This is an optimization exercise on Yosys and OpenROAD, whose aim is small area and a short achievable clock period, not a production implementation.
Only simulation tests tie the RTL to the original design; equivalence was not proved.
Power and IR drop assume default switching activity.

JK:
==> flow/design.v <==
module eac32_inspect (
    input  wire         clk,
    input  wire         rst,
    input  wire         in_valid,
    input  wire [127:0] in_data,
    input  wire [4:0]   in_nbytes,
    input  wire         in_last,
    output reg          rpt_valid,
    output wire [31:0]  rpt_magic,
    output wire [31:0]  rpt_sum,
    output wire [31:0]  rpt_err,
    output wire [31:0]  rpt_explen,
    output wire [31:0]  rpt_lenf,
    output wire [31:0]  rpt_lenb,
    output wire [31:0]  rpt_flags
);
    reg [127:0] d;           
    reg [4:0]   d_nb;
    reg         d_last;
    reg         d_v;         
    reg [31:0]  q;           
    reg         f1, f2;      
    reg         d_short;     
    reg [3:0]   d_keep;      
    wire [2:0]  in_nw = in_nbytes[4:2];
    wire        q_clr;
    wire        q_en  = (in_valid & f1 & (~in_last | (in_nw != 3'd0))) | q_clr;
    wire [3:0]  q_pick = {4{~q_clr}} & {in_nbytes[3:2] == 2'd3, in_nbytes[3:2] == 2'd2,
                                         in_nbytes[3:2] == 2'd1, in_nbytes[3:2] == 2'd0};
    wire [31:0] q_sel = (d[127:96] & {32{q_pick[1]}}) | (d[95:64] & {32{q_pick[2]}}) |
                        (d[63:32]  & {32{q_pick[3]}}) | (d[31:0]  & {32{q_pick[0]}});
    always @(posedge clk) begin
        d_nb   <= in_nbytes;
        d_last <= in_last;
        d_short <= ~f2 & ~(f1 & (in_nw != 3'd0));
        d_v    <= in_valid & ~rst;
        d_keep <= {4{in_valid & ~rst}} &
                  {in_nw[2], in_nw[2] | (in_nw[1] & in_nw[0]), in_nw[2] | in_nw[1], in_nw != 3'd0};
        if (in_valid)
            d <= in_data;
        if (rst) begin
            f1 <= 1'b0;
            f2 <= 1'b0;
        end else if (in_valid) begin
            f1 <= ~in_last;
            f2 <= ~in_last & f1;
        end
        if (q_en)
            q <= q_sel;
    end
    reg [31:0] acc;
    reg [29:0] lenb;
    reg [31:0] magic;
    reg        fresh;        
    wire [2:0] d_nw = d_nb[4:2];
    wire [31:0] m0 = d[127:96] & {32{d_keep[0]}};
    wire [31:0] m1 = d[95:64]  & {32{d_keep[1]}};
    wire [31:0] m2 = d[63:32]  & {32{d_keep[2]}};
    wire [31:0] m3 = d[31:0]   & {32{d_keep[3]}};
    wire [31:0] a0 = acc & {32{~fresh}};
    function [63:0] csa;
        input [31:0] x, y, z;
        reg   [31:0] s, c, h;
        begin
            h = x ^ y;
            s = h ^ z;
            c = (x & y) | (z & h);
            csa = {c[30:0], c[31], s};
        end
    endfunction
    wire [63:0] l1 = csa(m0, m1, m2);
    wire [63:0] l2 = csa(l1[31:0], l1[63:32], m3);
    wire [63:0] l3 = csa(l2[31:0], l2[63:32], a0);
    reg  [31:0] acc_n;
    reg  [31:0] pg, pp, ng, np, cin;
    integer     lv, b;
    always @(*) begin
        pg = l3[31:0] & l3[63:32];
        pp = l3[31:0] ^ l3[63:32];
        for (lv = 0; lv < 5; lv = lv + 1) begin
            ng = pg;
            np = pp;
            for (b = 0; b < 32; b = b + 1)
                if ((b >> lv) & 1) begin
                    ng[b] = pg[b] | (pp[b] & pg[((b >> lv) << lv) - 1]);
                    np[b] = pp[b] & pp[((b >> lv) << lv) - 1];
                end
            pg = ng;
            pp = np;
        end
        cin = {pg[30:0] | (pp[30:0] & {31{pg[31]}}), pg[31]};
        acc_n = l3[31:0] ^ l3[63:32] ^ cin;
    end
    wire        ld_last = d_v & d_last;
    wire [25:0] lhi     = lenb[29:4] & {26{~fresh}};
    reg  [25:0] lcy;
    integer     lb;
    always @(*) begin
        lcy[0] = d_v & (~d_last | d_nb[4]);
        for (lb = 1; lb < 26; lb = lb + 1)
            lcy[lb] = lcy[lb-1] & lhi[lb-1];
    end
    wire [25:0] lhi_n   = lhi ^ lcy;
    wire [29:0] lenb_n  = {lhi_n, ld_last ? d_nb[3:0] : 4'd0};
    wire        ld_magic = d_v & fresh;
    wire [31:0] magic_n  = ld_magic ? m0 : magic;
    wire        small_n = (magic_n[31:16] == 16'h1111);
    wire        large_n = (magic_n[31:16] == 16'h1114);
    wire        mok_n   = small_n | large_n;
    wire        sok_n   = (small_n & (lenb_n == 30'h0004_0000)) |
                          (large_n & (lenb_n == 30'h0008_0000));
    wire        mp_n    = (lenb_n[29:2] != 28'd0);
    wire        dw_n    = (lenb_n[1:0] == 2'd0);
    wire        kb_n    = (lenb_n[9:0] == 10'd0);
    wire        a256_n  = (lenb_n[17:0] == 18'd0);
    wire        lp_n    = ~d_short;
    wire        lok_n   = lp_n & (q == {2'b00, lenb_n});
    wire        ck_n    = (&(l3[31:0] ^ l3[63:32])) | (&(l3[31:0] & l3[63:32]));
    assign q_clr = ld_last & d_short;
    reg [19:0] flags;
    reg        small_r;
    always @(posedge clk) begin
        acc  <= acc_n;
        lenb <= lenb_n;
        if (ld_magic)
            magic <= m0;
        small_r <= small_n;
        flags <= {~lok_n, ~a256_n, mok_n & ~sok_n, ~mok_n,
                  6'd0,
                  ck_n, lok_n, lp_n, a256_n, kb_n, dw_n, sok_n, large_n, mok_n, mp_n};
        if (rst) begin
            fresh     <= 1'b1;
            rpt_valid <= 1'b0;
        end else begin
            if (d_v)
                fresh <= d_last;
            rpt_valid <= ld_last;
        end
    end
    assign rpt_magic  = magic;
    assign rpt_sum    = acc;
    assign rpt_err    = ~acc;
    assign rpt_explen = {12'd0, flags[2], small_r, 18'd0};
    assign rpt_lenf   = q;
    assign rpt_lenb   = {2'b00, lenb};
    assign rpt_flags  = {12'd0, flags};
endmodule
==> flow/config.mk <==
export PLATFORM = sky130hd
export DESIGN_NAME = eac32_inspect
export DESIGN_NICKNAME = eac32_inspect
export VERILOG_FILES = /design/flow/design.v
export SDC_FILE = /design/flow/constraint.sdc
export NUM_CORES = 4
export LEC_CHECK = 0
export ABC_CLOCK_PERIOD_IN_PS = 6000
export CAP_MARGIN = 20
export CORE_MARGIN = 2
export CORE_UTILIZATION = 60
export PLACE_DENSITY = 0.7
export SLEW_MARGIN = 20
==> flow/constraint.sdc <==
create_clock -name core_clock -period 25.0 [get_ports {clk}]
set_input_delay 5.0000 -clock core_clock [delete_from_list [all_inputs] [get_ports {clk}]]
set_output_delay 5.0000 -clock core_clock [all_outputs]
set_load 0.01 [all_outputs]
standard.sh (not shown) runs the stock make flow with config.mk's settings and CLKGATE_MAP_FILE= SYNTH_SCRIPT=/design/flow/synth_recipe.tcl, a recipe that flattens the netlist after the stock synthesis.
==> flow/flow/run.sh <==
#!/bin/bash
# Standard ORFS layout, with plain buffers on the ports, smaller clock
# buffers and no CTS dummy loads, and timing repair aimed below the period.
set -euo pipefail
bash standard.sh \
  "BUFFER_PORTS_ARGS=-buffer_cell sky130_fd_sc_hd__buf_1" \
  "CTS_ARGS=-sink_clustering_enable -repair_clock_nets -dont_use_dummy_load -buf_list {sky130_fd_sc_hd__clkbuf_8 sky130_fd_sc_hd__clkbuf_16} -sink_clustering_size 20 -sink_clustering_max_diameter 80" \
  "SETUP_SLACK_MARGIN=18.8" \
  finish > make.log 2>&1
The inputs of MS differ from those of JK as listed below.
-- flow/design.v --
<<< JK, line 22
    reg         f1, f2;      
    reg         d_short;     
    reg [3:0]   d_keep;      
    wire [2:0]  in_nw = in_nbytes[4:2];
    wire        q_clr;
>>> MS, line 22
    reg         f1, f2;      
    reg         d_short;     
    wire [2:0]  in_nw = in_nbytes[4:2];
    wire        q_clr;
<<< JK, line 35
        d_short <= ~f2 & ~(f1 & (in_nw != 3'd0));
        d_v    <= in_valid & ~rst;
        d_keep <= {4{in_valid & ~rst}} &
                  {in_nw[2], in_nw[2] | (in_nw[1] & in_nw[0]), in_nw[2] | in_nw[1], in_nw != 3'd0};
        if (in_valid)
            d <= in_data;
>>> MS, line 34
        d_short <= ~f2 & ~(f1 & (in_nw != 3'd0));
        d_v    <= in_valid & ~rst;
        if (in_valid)
            d <= in_data;
<<< JK, line 54
    reg        fresh;        
    wire [2:0] d_nw = d_nb[4:2];
    wire [31:0] m0 = d[127:96] & {32{d_keep[0]}};
    wire [31:0] m1 = d[95:64]  & {32{d_keep[1]}};
    wire [31:0] m2 = d[63:32]  & {32{d_keep[2]}};
    wire [31:0] m3 = d[31:0]   & {32{d_keep[3]}};
    wire [31:0] a0 = acc & {32{~fresh}};
    function [63:0] csa;
>>> MS, line 51
    reg        fresh;        
    wire [2:0] d_nw = d_nb[4:2];
    wire [31:0] m0 = d[127:96] & {32{d_v & (d_nw != 3'd0)}};
    wire [31:0] m1 = d[95:64]  & {32{d_v & (d_nw[2] | d_nw[1])}};
    wire [31:0] m2 = d[63:32]  & {32{d_v & (d_nw[2] | (d_nw[1] & d_nw[0]))}};
    wire [31:0] m3 = d[31:0]   & {32{d_v & d_nw[2]}};
    wire [31:0] a0 = acc & {32{~fresh}};
    function [63:0] csa;
<<< JK, line 111
                          (large_n & (lenb_n == 30'h0008_0000));
    wire        mp_n    = (lenb_n[29:2] != 28'd0);
    wire        dw_n    = (lenb_n[1:0] == 2'd0);
    wire        kb_n    = (lenb_n[9:0] == 10'd0);
    wire        a256_n  = (lenb_n[17:0] == 18'd0);
    wire        lp_n    = ~d_short;
>>> MS, line 108
                          (large_n & (lenb_n == 30'h0008_0000));
    wire        mp_n    = (lenb_n[29:2] != 28'd0);
    wire        kb_n    = (lenb_n[9:0] == 10'd0);
    wire        dw_n    = (lenb_n[1:0] == 2'd0);
    wire        a256_n  = (lenb_n[17:0] == 18'd0);
    wire        lp_n    = ~d_short;
<<< JK, line 126
            magic <= m0;
        small_r <= small_n;
        flags <= {~lok_n, ~a256_n, mok_n & ~sok_n, ~mok_n,
                  6'd0,
                  ck_n, lok_n, lp_n, a256_n, kb_n, dw_n, sok_n, large_n, mok_n, mp_n};
        if (rst) begin
>>> MS, line 123
            magic <= m0;
        small_r <= small_n;
        flags <= {3'd0, mok_n & ~sok_n, 6'd0,
                  ck_n, lok_n, lp_n, a256_n, kb_n, dw_n, sok_n, large_n, mok_n, mp_n};
        if (rst) begin
<<< JK, line 144
    assign rpt_lenf   = q;
    assign rpt_lenb   = {2'b00, lenb};
    assign rpt_flags  = {12'd0, flags};
endmodule
>>> MS, line 140
    assign rpt_lenf   = q;
    assign rpt_lenb   = {2'b00, lenb};
    assign rpt_flags  = {12'd0, ~flags[8], ~flags[6], flags[16], ~flags[1], flags[15:0]};
endmodule
--- outcome ---
- Going from JK to MS, net switching power figure grew slightly.
- Changes observed in MS relative to JK: number of cells in the design after placement fell about 1.8%, combinational power has remained practically unchanged, total power consumption of the routed design down 0.011 mW.
- MS reports a higher mux share of post-synthesis cell area than JK does.
- JK → MS: share of the cycle needed by the critical path after routing level, synthesized cell count moved down, peak ir drop on the vdd network moved down.
- Side by side, total area of sequential cells turned out lower in MS than in JK.
- Looking at detailed-route via count across both flows, MS is the weaker of the two, with JK ahead.

-- static timing again, ports no longer ideal --
In the flow no input, the clock included, has a driving cell. The finished layouts below were timed again as built, in two steps. Step 1: set_driving_cell puts a clkbuf_16 on clk and a buf_2 on each other input, an assumption about the parent block. Step 2 times the ports against the registers' clock, not the clock port: input delays grow and output delays shrink by t, the midpoint of the rising clock arrivals with the driver on. Three values: ideal, step 1, step 2; two values: the first two.
| run | t (ns) | slack for setup (ns) | worst data-port slew with drivers (ns) |
|---|---|---|---|
| JK | 0.555 | 18.801 / 18.747 / 18.418 | 0.07 |
| MS | 0.539 | 18.769 / 18.721 / 18.280 | 0.06 |
After both steps setup and hold are still met in every run listed. For MS, which loses most, drivers alone change the setup slack by -0.048 ns; drivers and shift together by -0.489 ns.
